What follows belongs to an exercise in optimizing a design on an open flow for small area; a production flow would make more cautious choices.
The RTL was checked by simulation tests, not by an equivalence proof against the original design.
Power figures rest on the tool's default switching activity, not on a simulated workload.

==> flow/design.v <==
module camlink_baud (
    input  wire [2:0]  sel,
    output reg  [10:0] full,
    output reg  [10:0] half
);
    always @(*) begin
        case (sel)
            3'd0: begin full = 11'd1919; half = 11'd959; end
            3'd1: begin full = 11'd959;  half = 11'd479; end
            3'd2: begin full = 11'd479;  half = 11'd239; end
            3'd3: begin full = 11'd319;  half = 11'd159; end
            3'd4: begin full = 11'd159;  half = 11'd79;  end
            3'd5: begin full = 11'd79;   half = 11'd39;  end
            3'd6: begin full = 11'd39;   half = 11'd19;  end
            default: begin full = 11'd19; half = 11'd9;  end
        endcase
    end
endmodule
module camlink (
    input  wire        clk,
    input  wire        rst,          
    input  wire        cmd_valid,
    input  wire [39:0] cmd_word,     
    input  wire        ctrl_we,
    input  wire        ctrl_wdata,   
    output wire        busy,
    input  wire [5:0]  rd_addr,
    output reg  [31:0] rd_data,
    output wire        uart_tx,
    input  wire        uart_rx,
    output wire        img_valid,
    output wire [7:0]  img_data,
    output wire        pkt_done,
    output wire        pkt_ok
);
    localparam [1:0] ST_DISC = 2'd0, ST_CONF = 2'd1, ST_READY = 2'd2;
    localparam [3:0] OP_OPEN = 4'd1, OP_CLOSE = 4'd2, OP_CONFIGURE = 4'd3,
                     OP_GETVERSION = 4'd4, OP_AUTOFOCUS = 4'd5, OP_CAPTURE = 4'd6,
                     OP_UPLOAD = 4'd7, OP_RESET = 4'd8;
    localparam [2:0] E_OK = 3'd0, E_MALFORMED = 3'd1, E_DEVICE = 3'd2, E_TIMEOUT = 3'd3,
                     E_CHECKSUM = 3'd4, E_INCOMPLETE = 3'd5, E_STATE = 3'd6, E_PARAM = 3'd7;
    localparam [2:0] OC_NONE = 3'd0, OC_CONFIG = 3'd1, OC_GETVERSION = 3'd2,
                     OC_AUTOFOCUS = 3'd3, OC_CAPTURE = 3'd4, OC_UPLOAD = 3'd5;
    localparam [2:0] PH_IDLE = 3'd0, PH_TXL = 3'd1, PH_TX = 3'd2, PH_HUNT = 3'd3,
                     PH_RX = 3'd4, PH_DONE = 3'd5, PH_DONET = 3'd6, PH_FIN = 3'd7;
    reg [1:0]  sstate;
    reg [3:0]  op;
    reg [2:0]  err;
    reg        rxck;
    reg [2:0]  baud_sel;
    reg [1:0]  pkt_sel;
    reg [31:0] timeout;
    reg        cap_valid;
    reg [23:0] total_bytes;
    reg [15:0] packet_count;
    reg [15:0] idx;
    reg [26:0] buf_len;
    reg [15:0] skip_count;
    reg [7:0]  ck;
    reg [7:0]  txck;         
    reg [2:0]  opc_c;
    reg [31:0] pw;           
    reg [7:0]  rb [0:12];
    reg [1:0]  xkind;        
    reg [2:0]  pkt_err;
    reg [2:0]  nbaud;
    reg [1:0]  npkt;
    reg [2:0]  ph;
    reg        pay, trl;     
    reg [11:0] pos;          
    reg [3:0]  bitn;
    reg [10:0] cnt;
    reg [8:0]  shreg;
    reg [31:0] tmr;
    reg [7:0]  sh [0:12];    
    integer i;
    wire [10:0] div_full, div_half;
    camlink_baud u_baud (.sel(baud_sel), .full(div_full), .half(div_half));
    reg [7:0] opc;
    always @(*) begin
        case (opc_c)
            OC_CONFIG:     opc = 8'h44;
            OC_GETVERSION: opc = 8'h01;
            OC_AUTOFOCUS:  opc = 8'h3C;
            OC_CAPTURE:    opc = 8'h40;
            OC_UPLOAD:     opc = 8'h48;
            default:       opc = 8'h00;
        endcase
    end
    wire       upl_p = (opc_c == OC_UPLOAD);
    wire       enc   = (opc_c != OC_NONE);
    wire [7:0] pv0 = upl_p ? 8'h01 : pw[31:24];
    wire [7:0] pv1 = upl_p ? idx[15:8] : pw[23:16];
    wire [7:0] pv2 = upl_p ? idx[7:0] : pw[15:8];
    wire [7:0] pv3 = upl_p ? packet_count[15:8] : pw[7:0];
    wire [7:0] pv4 = upl_p ? packet_count[7:0] : 8'h00;
    wire [11:0] ps     = 12'd256 << pkt_sel;
    wire [11:0] tb_mod = total_bytes[11:0] & (ps - 12'd1);
    wire [11:0] llast  = (tb_mod == 12'd0) ? ps : tb_mod;
    wire        last_pkt = (idx == packet_count);
    wire [11:0] plen   = last_pkt ? llast : ps;
    wire [11:0] rx_need = (xkind == 2'd0) ? 12'd0 :
                          (xkind == 2'd1) ? 12'd13 : (12'd13 + llast);
    wire [7:0] rbyte = shreg[8:1];
    wire       is_upl = (op == OP_UPLOAD);
    reg [7:0] fbyte;
    always @(*) begin
        case (pos[3:0])
            4'd12: fbyte = 8'h7E;
            4'd10: fbyte = 8'h08;
            4'd8:  fbyte = opc;
            4'd7:  fbyte = pv0;
            4'd6:  fbyte = pv1;
            4'd5:  fbyte = pv2;
            4'd4:  fbyte = pv3;
            4'd3:  fbyte = pv4;
            4'd1:  fbyte = ck;
            4'd0:  fbyte = 8'hE7;
            default: fbyte = 8'h00;
        endcase
    end
    wire hdr_ok  = (sh[0] == 8'h7E) && (sh[1] == 8'h00) && (sh[2] == 8'h08) && (sh[3] == 8'h00);
    wire tail_ok = (sh[12] == 8'hE7);
    wire ck_ok   = (sh[11] == ck);
    reg [2:0] dec_err;
    always @(*) begin
        if (!hdr_ok || !tail_ok)  dec_err = E_MALFORMED;
        else if (rxck && !ck_ok)  dec_err = E_CHECKSUM;
        else if (sh[4] != 8'h00)  dec_err = E_DEVICE;
        else                      dec_err = E_OK;
    end
    wire       fin_any = (ph == PH_DONE) || (ph == PH_DONET);
    wire       rep_ok  = (ph == PH_DONE) && (dec_err == E_OK);
    wire [2:0] kind    = (ph == PH_DONET) ? E_TIMEOUT : dec_err;
    wire [3:0]  c_code = cmd_word[39:36];
    wire [2:0]  c_a    = cmd_word[34:32];
    wire [31:0] c_w    = cmd_word[31:0];
    reg c_legal;
    always @(*) begin
        case (c_code)
            OP_OPEN:       c_legal = (sstate == ST_DISC);
            OP_CLOSE:      c_legal = 1'b1;
            OP_CONFIGURE:  c_legal = (sstate == ST_CONF);
            OP_GETVERSION: c_legal = (sstate == ST_READY);
            OP_AUTOFOCUS:  c_legal = (sstate == ST_READY);
            OP_CAPTURE:    c_legal = (sstate == ST_READY);
            OP_UPLOAD:     c_legal = (sstate == ST_READY) && cap_valid;
            OP_RESET:      c_legal = (sstate == ST_READY);
            default:       c_legal = 1'b0;
        endcase
    end
    wire c_reserved = (c_code == 4'd0) || (c_code > 4'd8);
    wire c_badparam = (c_code == OP_AUTOFOCUS) &&
                      ((c_a[1:0] == 2'd3) || ((c_a[1:0] == 2'd2) && (c_w[15:0] > 16'd750)));
    wire rx_byte  = (ph == PH_RX) && (cnt == 11'd0) && (bitn == 4'd0);
    wire rx_final = rx_byte && trl && !pos[0];
    always @(posedge clk) begin
        if (rst) begin
            sstate       <= ST_DISC;
            op           <= 4'd0;
            err          <= E_OK;
            rxck         <= 1'b0;
            baud_sel     <= 3'd4;
            pkt_sel      <= 2'd2;
            timeout      <= 32'd0;
            cap_valid    <= 1'b0;
            total_bytes  <= 24'd0;
            packet_count <= 16'd0;
            idx          <= 16'd0;
            buf_len      <= 27'd0;
            skip_count   <= 16'd0;
            ck           <= 8'd0;
            txck         <= 8'd0;
            opc_c        <= OC_NONE;
            pw           <= 32'd0;
            for (i = 0; i < 13; i = i + 1) rb[i] <= 8'd0;
            xkind        <= 2'd0;
            pkt_err      <= E_OK;
            nbaud        <= 3'd4;
            npkt         <= 2'd2;
            ph           <= PH_IDLE;
        end else begin
            case (ph)
            PH_IDLE: begin
                if (ctrl_we)
                    rxck <= ctrl_wdata;
                pos <= 12'd12;
                if (cmd_valid) begin
                    if (c_reserved) begin
                        err <= E_PARAM;
                    end else if (!c_legal) begin
                        err <= E_STATE;
                    end else if (c_badparam) begin
                        err <= E_PARAM;
                    end else begin
                        err <= E_OK;
                        op  <= c_code;
                        case (c_code)
                        OP_OPEN: begin
                            baud_sel  <= c_a;
                            timeout   <= c_w;
                            cap_valid <= 1'b0;
                            sstate    <= ST_CONF;
                        end
                        OP_CLOSE: begin
                            cap_valid <= 1'b0;
                            sstate    <= ST_DISC;
                        end
                        OP_CONFIGURE: begin
                            nbaud <= c_a;
                            npkt  <= c_w[1:0];
                            opc_c <= OC_CONFIG;
                            pw    <= {5'd0, c_a, 6'd0, c_w[1:0], 16'd0};
                            xkind <= 2'd1;
                            ph    <= PH_TXL;
                        end
                        OP_GETVERSION: begin
                            opc_c <= OC_GETVERSION;
                            pw    <= 32'd0;
                            xkind <= 2'd1;
                            ph    <= PH_TXL;
                        end
                        OP_AUTOFOCUS: begin
                            opc_c <= OC_AUTOFOCUS;
                            pw    <= {6'd0, c_a[1:0], (c_a[1:0] == 2'd2) ? c_w[15:0] : 16'd0, 8'd0};
                            xkind <= 2'd1;
                            ph    <= PH_TXL;
                        end
                        OP_CAPTURE: begin
                            cap_valid <= 1'b0;
                            buf_len   <= 27'd0;
                            opc_c <= OC_CAPTURE;
                            pw    <= c_w;
                            xkind <= 2'd1;
                            ph    <= PH_TXL;
                        end
                        OP_UPLOAD: begin
                            buf_len    <= 27'd0;
                            skip_count <= 16'd0;
                            pkt_err    <= E_OK;
                            if (packet_count != 16'd0) begin
                                idx   <= 16'd1;
                                opc_c <= OC_UPLOAD;
                                xkind <= 2'd2;
                                ph    <= PH_TXL;
                            end else begin
                                idx <= 16'd0;
                                err <= (total_bytes == 24'd0) ? E_OK : E_INCOMPLETE;
                            end
                        end
                        OP_RESET: begin
                            nbaud <= 3'd4;
                            npkt  <= 2'd2;
                            opc_c <= OC_CONFIG;
                            pw    <= {8'd4, 8'd2, 16'd0};
                            xkind <= 2'd1;
                            ph    <= PH_TXL;
                        end
                        default: ;
                        endcase
                    end
                end
            end
            PH_TXL: begin
                shreg <= {fbyte, 1'b0};
                bitn  <= 4'd9;
                cnt   <= div_full;
                ph    <= PH_TX;
                if (pos[3:0] == 4'd12) ck <= 8'd0;
                if (pos[3:0] == 4'd1)  txck <= ck;
            end
            PH_TX: begin
                if (cnt != 11'd0) begin
                    cnt <= cnt - 11'd1;
                end else if (bitn == 4'd0) begin
                    if (pos[3:0] == 4'd0) begin
                        ph   <= PH_HUNT;
                        pos  <= 12'd10;
                        pay  <= 1'b0;
                        trl  <= 1'b0;
                        tmr  <= timeout;
                        ck   <= 8'd0;
                    end else begin
                        pos <= pos - 12'd1;
                        ph  <= PH_TXL;
                    end
                end else begin
                    if (bitn == 4'd9 && pos[3:0] >= 4'd2 && pos[3:0] <= 4'd11)
                        ck <= ck + rbyte;
                    shreg <= {1'b1, shreg[8:1]};
                    bitn  <= bitn - 4'd1;
                    cnt   <= div_full;
                end
            end
            PH_HUNT, PH_RX: begin
                tmr <= tmr - 32'd1;
                if (ph == PH_HUNT) begin
                    if (!uart_rx) begin
                        ph   <= PH_RX;
                        bitn <= 4'd9;
                        cnt  <= div_half;
                    end
                end else if (cnt != 11'd0) begin
                    cnt <= cnt - 11'd1;
                end else if (bitn == 4'd9) begin
                    if (uart_rx) begin
                        ph <= PH_HUNT;               
                    end else begin
                        bitn <= 4'd8;
                        cnt  <= div_full;
                    end
                end else if (bitn != 4'd0) begin
                    shreg <= {uart_rx, shreg[8:1]};
                    bitn  <= bitn - 4'd1;
                    cnt   <= div_full;
                end else begin
                    ph <= PH_HUNT;
                    if (trl) begin
                        if (pos[0]) begin
                            sh[11] <= rbyte;
                            pos    <= pos - 12'd1;
                        end else begin
                            sh[12] <= rbyte;
                            ph     <= PH_DONE;
                        end
                    end else if (pay) begin
                        ck <= ck + rbyte;
                        if (pos == 12'd1) begin
                            pay <= 1'b0;
                            trl <= 1'b1;
                        end else begin
                            pos <= pos - 12'd1;
                        end
                    end else begin
                        sh[4'd10 - pos[3:0]] <= rbyte;
                        if (pos[3:0] != 4'd10)
                            ck <= ck + rbyte;
                        if (pos[3:0] == 4'd0) begin
                            if (is_upl) begin
                                pay <= 1'b1;
                                pos <= plen;
                            end else begin
                                trl <= 1'b1;
                                pos <= 12'd1;
                            end
                        end else begin
                            pos <= pos - 12'd1;
                        end
                    end
                end
                if (tmr == 32'd0 && !rx_final)
                    ph <= PH_DONET;
            end
            PH_DONE, PH_DONET: begin
                if (ph == PH_DONE)
                    for (i = 0; i < 13; i = i + 1) rb[i] <= sh[i];
                if (!(ph == PH_DONE && rxck && hdr_ok && tail_ok))
                    ck <= txck;
                pos <= 12'd12;
                if (is_upl) begin
                    if (rep_ok) begin
                        buf_len <= buf_len + {15'd0, plen};
                    end else begin
                        skip_count <= skip_count + 16'd1;
                        pkt_err    <= kind;
                    end
                    if (last_pkt) begin
                        ph <= PH_FIN;
                    end else begin
                        idx <= idx + 16'd1;
                        ph  <= PH_TXL;
                    end
                end else if (!rep_ok) begin
                    err       <= kind;
                    cap_valid <= 1'b0;
                    sstate    <= ST_DISC;
                    ph        <= PH_IDLE;
                end else begin
                    if (op == OP_CONFIGURE || op == OP_RESET) begin
                        pkt_sel  <= npkt;
                        baud_sel <= nbaud;
                    end
                    if (op == OP_CAPTURE) begin
                        total_bytes  <= {sh[5], sh[6], sh[7]};
                        packet_count <= {sh[8], sh[9]};
                        cap_valid    <= 1'b1;
                    end
                    sstate <= ST_READY;
                    ph     <= PH_IDLE;
                end
            end
            default: begin
                err <= (buf_len == {3'd0, total_bytes}) ? E_OK : E_INCOMPLETE;
                ph  <= PH_IDLE;
            end
            endcase
        end
    end
    assign busy      = (ph != PH_IDLE);
    assign uart_tx   = (ph == PH_TX) ? shreg[0] : 1'b1;
    assign img_valid = rx_byte && pay;
    assign img_data  = rbyte;
    assign pkt_done  = fin_any && is_upl;
    assign pkt_ok    = rep_ok;
    always @(*) begin
        case (rd_addr)
            6'd0:  rd_data = {30'd0, sstate};
            6'd2:  rd_data = {28'd0, op};
            6'd3:  rd_data = {29'd0, err};
            6'd4:  rd_data = {31'd0, rxck};
            6'd5:  rd_data = {29'd0, baud_sel};
            6'd6:  rd_data = {30'd0, pkt_sel};
            6'd7:  rd_data = timeout;
            6'd8:  rd_data = {31'd0, sstate != ST_DISC};
            6'd9:  rd_data = {31'd0, cap_valid};
            6'd10: rd_data = {8'd0, total_bytes};
            6'd11: rd_data = {16'd0, packet_count};
            6'd12: rd_data = {16'd0, idx};
            6'd13: rd_data = {5'd0, buf_len};
            6'd14: rd_data = {16'd0, skip_count};
            6'd15: rd_data = {24'd0, rb[4]};
            6'd16: rd_data = {24'd0, ck};
            6'd17: rd_data = {24'd0, opc};
            6'd18: rd_data = {24'd0, pv0};
            6'd19: rd_data = {24'd0, pv1};
            6'd20: rd_data = {24'd0, pv2};
            6'd21: rd_data = {24'd0, pv3};
            6'd22: rd_data = {24'd0, pv4};
            6'd24: rd_data = {24'd0, enc ? 8'h7E : 8'h00};
            6'd26: rd_data = {24'd0, enc ? 8'h08 : 8'h00};
            6'd28: rd_data = {24'd0, opc};
            6'd29: rd_data = {24'd0, pv0};
            6'd30: rd_data = {24'd0, pv1};
            6'd31: rd_data = {24'd0, pv2};
            6'd32: rd_data = {24'd0, pv3};
            6'd33: rd_data = {24'd0, pv4};
            6'd35: rd_data = {24'd0, txck};
            6'd36: rd_data = {24'd0, enc ? 8'hE7 : 8'h00};
            6'd37, 6'd38, 6'd39, 6'd40, 6'd41, 6'd42, 6'd43, 6'd44,
            6'd45, 6'd46, 6'd47, 6'd48, 6'd49:
                   rd_data = {24'd0, rb[rd_addr - 6'd37]};
            6'd50: rd_data = {20'd0, rx_need};
            6'd51: rd_data = {29'd0, pkt_err};
            6'd52: rd_data = {29'd0, nbaud};
            6'd53: rd_data = {30'd0, npkt};
            default: rd_data = 32'd0;
        endcase
    end
endmodule
==> flow/run.sh <==
#!/bin/bash
# synth_recipe.tcl (not shown) runs the flow's synth.tcl, then flattens the netlist and writes it again
# the make line also repeats each setting of config.mk as NAME=value (left out here)
make -C /OpenROAD-flow-scripts/flow DESIGN_CONFIG=/design/flow/config.mk WORK_HOME=/design/flow/orfs CLKGATE_MAP_FILE= SYNTH_SCRIPT=/design/flow/synth_recipe.tcl finish
==> flow/config.mk <==
export PLATFORM = sky130hd
export DESIGN_NAME = camlink
export DESIGN_NICKNAME = camlink
export VERILOG_FILES = /design/flow/design.v
export SDC_FILE = /design/flow/constraint.sdc
export NUM_CORES = 4
export LEC_CHECK = 0
export CAP_MARGIN = 20
export CORE_MARGIN = 2
export CORE_UTILIZATION = 40
export SLEW_MARGIN = 20
==> flow/constraint.sdc <==
create_clock -name core_clock -period 10.0 [get_ports {clk}]
set_input_delay 2.0000 -clock core_clock [delete_from_list [all_inputs] [get_ports {clk}]]
set_output_delay 2.0000 -clock core_clock [all_outputs]
set_load 0.01 [all_outputs]
==> impl_metrics.tcl <==
set metrics [dict create \
    outcome "finished clean" \
    postCtsSetupBuffers 0 \
    worstPathMaxFanout 25 \
    crit_family "simple AND/OR/NAND/NOR gates" \
    power_switching_mw 1.922 \
    post_dp_cell_area_um2 27680 \
    pwr-share-comb_pct 21.7 \
    post_cts_resized 0 \
    syn_area_per_cell_um2 8.403 \
    async_reset_ff_share_pct 0 \
    hold_depth 2 \
    grt_max_degree 115 \
    die_y_um 259.0 \
    final-hold-violation-count 0 \
    ant_nets 0 \
    ys.flop_type "dfxtp_1" \
    crit_chain "clkdlybuf4s50_1 -> nand2b_1 -> nor4_1 -> nand2_1 -> o2111ai_1 -> clkdlybuf4s50_1" \
    ys_types 92 \
    drive_above_1_share_pct 5.894 \
    detail_route.first_pass.iterations 9 \
    synthesis.area_um2 26020 \
    dp_hpwl_um 80390 \
    start_util_pct 40.43 \
    synth_seq_area_share_pct 44.32 \
    cp.buffers_inverters 2 \
    powerDensity_nw_per_um2 193.8 \
    final_nets 3180 \
    synthCells 3096 \
    antenna_found_initial 3 \
    synth_edf_count 174 \
    vias 25040 \
    path_class "input pin to primary output" \
    clockBufferDepth 3 \
    layout_commonest_cell "nand2_1" \
    static-leakage-power_nw 9.669 \
    r2r_cells 16 \
    holdBufCountCts 0 \
    drc_errors 0 \
    wire_per_inst_um 27.50 \
    setup_viol 0 \
    ir_drop_mv 0.1591 \
    slew_viol_final 0 \
    ctsHtreeMaxLevel 2 \
    slew-limit-headroom_pct 14.76 \
    finalSetupTns_ns 0 \
    cts_sinks 489 \
    syn_to_final_growth_pct 13.26 \
    portBuffers 95 \
    fill_cells 6251 \
    fin_cells 3996 \
    syn-num-nets 3183 \
    yosysWarnings 3 \
    power.share.clock_pct 34.9 \
    grt_usage_pct 31.96 \
    min_path_type "flop to flop" \
    pwr-share-seq_pct 43.4 \
    wirelength_um 109900 \
    first_iter_violations 3348 \
    mostFrequentLayoutCells "577 x nand2_1, 315 x dfxtp_1, 301 x a21oi_1, 240 x nor2_1, 174 x edfxtp_1" \
    gp_congestion 1.009 \
    finalCritPeriodShare_pct 81.93 \
    swShare_pct 33.65 \
    worst_pin_slew_ns 1.267 \
    dp.cells 3891 \
    cp_slowest_stage_delay_ns 1.05 \
    dieArea_um2 67100 \
    clk_pin_slew_ns 0.06 \
    cts_tree "built" \
    critPathArrivalTime_ns 6.19 \
    ioPinCount 97 \
    skew_ns 0.05259 \
    cap_violations 0 \
    rsz0062_at_grt "no" \
    min_period_ns 8.193 \
    grt_pass1_vias 22920 \
    crit_top_cell "clkdlybuf4s50_1" \
    final_area_um2 29470 \
    holdWs_ns 0.4571 \
    register_area_um2 11530 \
    crit_slowest_cell "clkdlybuf4s50_1" \
    ys_seq_elements 489 \
    multi_input_area_um2 13540 \
    startpoint_type "input pin" \
    crit_required_ns 8.00 \
    via_per_inst 6.266 \
    core.rowCount 93 \
    grt_pass1_wl_um 158600 \
    cp.depth 6 \
    root_buffer "clkbuf_16" \
    die_w_um 259.0 \
    core_um2 64350 \
    p_int_mw 3.790 \
    grt-ovfl-total 0 \
    cts_buffers 54 \
    end_kind "primary output" \
    worstSkewPairLatency_ns 0.66 \
    fmax_mhz 122.1 \
]
through the flow:
step                      power (mW)  util [%]  setup WS, ns
after floorplan                3.220         -         3.999
after global placement         3.680     43.01         1.886
after detailed placement       3.708     43.02         1.952
after CTS                      5.692     45.75         1.940
after global routing           5.918     45.79         1.613
final                          5.712     45.79         1.807
final timing paths:
path	to	slack [ns]	from
setup / recovery	rd_data[5]	1.81	rd_addr[1]
setup reg to reg	buf_len[24]$_SDFFE_PP0P_	5.01	packet_count[1]$_SDFFE_PP0P_
hold / removal	rb[0][6]$_SDFFE_PP0P_	0.46	rb[0][6]$_SDFFE_PP0P_
hold reg to reg	rb[0][6]$_SDFFE_PP0P_	0.46	rb[0][6]$_SDFFE_PP0P_
cell families after synthesis:
| kind of cell | synth area share (%) |
|---|---|
| adders and majority gates | 1.818 |
| buffers and inverters | 3.997 |
| AOI/OAI and AO/OA | 19.75 |
| muxes | 2.251 |
| xor gates and xnor gates | 4.646 |
| DFF | 44.32 |
| and+or+nand+nor | 23.22 |
power by group through the flow:
stage | Combinational [mW] | Sequential [mW] | Clock [mW]
after global routing | 1.33 | 2.49 | 2.10
final | 1.24 | 2.48 | 1.99
after floorplan | 0.805 | 2.42 | 0
after detailed placement | 1.20 | 2.51 | 0
after global placement | 1.18 | 2.50 | 0
after CTS | 1.21 | 2.47 | 2.02
cell usage after synthesis, types with 7 or more instances:
master | count | area (µm²)
a2111oi_0 | 7 | 61.31
a211oi_1 | 15 | 112.6
a21o_1 | 10 | 75.07
a21oi_1 | 302 | 1511
a221oi_1 | 46 | 402.9
a222oi_1 | 11 | 110.1
a22o_1 | 20 | 175.2
a22oi_1 | 77 | 578.1
a31oi_1 | 33 | 206.5
and2_1 | 19 | 118.9
and3_1 | 16 | 100.1
and4_1 | 8 | 70.07
buf_1 | 14 | 52.55
buf_2 | 11 | 55.05
buf_4 | 8 | 60.06
clkbuf_1 | 173 | 649.4
dfxtp_1 | 315 | 6306
edfxtp_1 | 174 | 5225
ha_1 | 33 | 412.9
inv_1 | 46 | 172.7
mux2i_1 | 54 | 540.5
nand2_1 | 579 | 2173
nand2b_1 | 30 | 187.7
nand3_1 | 90 | 450.4
nand3b_1 | 9 | 67.56
nand4_1 | 38 | 237.7
nor2_1 | 244 | 915.9
nor2b_1 | 32 | 200.2
nor3_1 | 119 | 595.6
nor3b_1 | 13 | 97.59
nor4_1 | 41 | 256.5
o211ai_1 | 21 | 157.7
o21a_1 | 9 | 67.56
o21ai_0 | 129 | 645.6
o21bai_1 | 11 | 82.58
o221ai_1 | 9 | 78.83
o22ai_1 | 24 | 150.1
o31ai_1 | 12 | 90.09
or2_2 | 14 | 87.58
or3_1 | 14 | 87.58
or4_1 | 16 | 120.1
xnor2_1 | 74 | 648.1
xor2_1 | 64 | 560.5
registers in the layout, summed over array words and instances, names as in the netlist, 9 cells and up:
name          cells
skip_count       16
timeout          32
pw               32
idx              16
rb              104
packet_count     16
buf_len          27
total_bytes      24
tmr              32
shreg             9
cnt              11
pos              12
sh              104
routing by layer:
layer / vias up / share of wire, % / track usage, %
li1: 11220 / - / -
met1: 12290 / 41 / 43.30
met2: 1282 / 44 / 48.78
met3: 241 / 9.7 / 6.307
met4: 4 / 5.5 / 15.51
met5: - / 0.019 / 0
worst min-delay path: stages (launching register included):
cell	delay, ns
dfxtp_1	0.31
nand2_1	0.05
a21oi_1	0.05
layout make-up:
| type | count | share of cell area, % |
|---|---|---|
| repair buffers | 151 | 4.666 |
| diodes | 2 | 0.01698 |
| clock buffers | 65 | 4.760 |
| clock inverters | 37 | 1.206 |
| inverters | 49 | 0.6242 |
| multi-input cells | 2348 | 45.96 |
| well taps | 855 | 3.630 |
| flip-flops and latches | 489 | 39.13 |

[separate check: timing with driven ports]
The results above use ideal ports. As a check the final layout listed here was re-extracted and re-timed, cells and wires unchanged. Step 1: set_driving_cell puts a clkbuf_16 on clk and a buf_2 on each other input, an assumption about the parent block. Step 2 adds t to the input delays and takes it off the output delays; t is the mean of the earliest and latest rising clock arrival at the registers after step 1. Input paths then give back, and output paths get back, about the clock's delay inside the block. Three values: ideal, step 1, step 2; two values: the first two.
t, ns: 0.698
setup slack, ns: 1.807 / 1.786 / 1.786
hold WS [ns]: 0.457 / 0.457 / 0.457
worst setup path after step 2: input to output
slew at the worst register clock pin (ns): 0.08 / 0.08
After both steps setup and hold are still met in this run. The setup slack of this run moves by -0.021 ns with the drivers and by -0.021 ns with both steps.
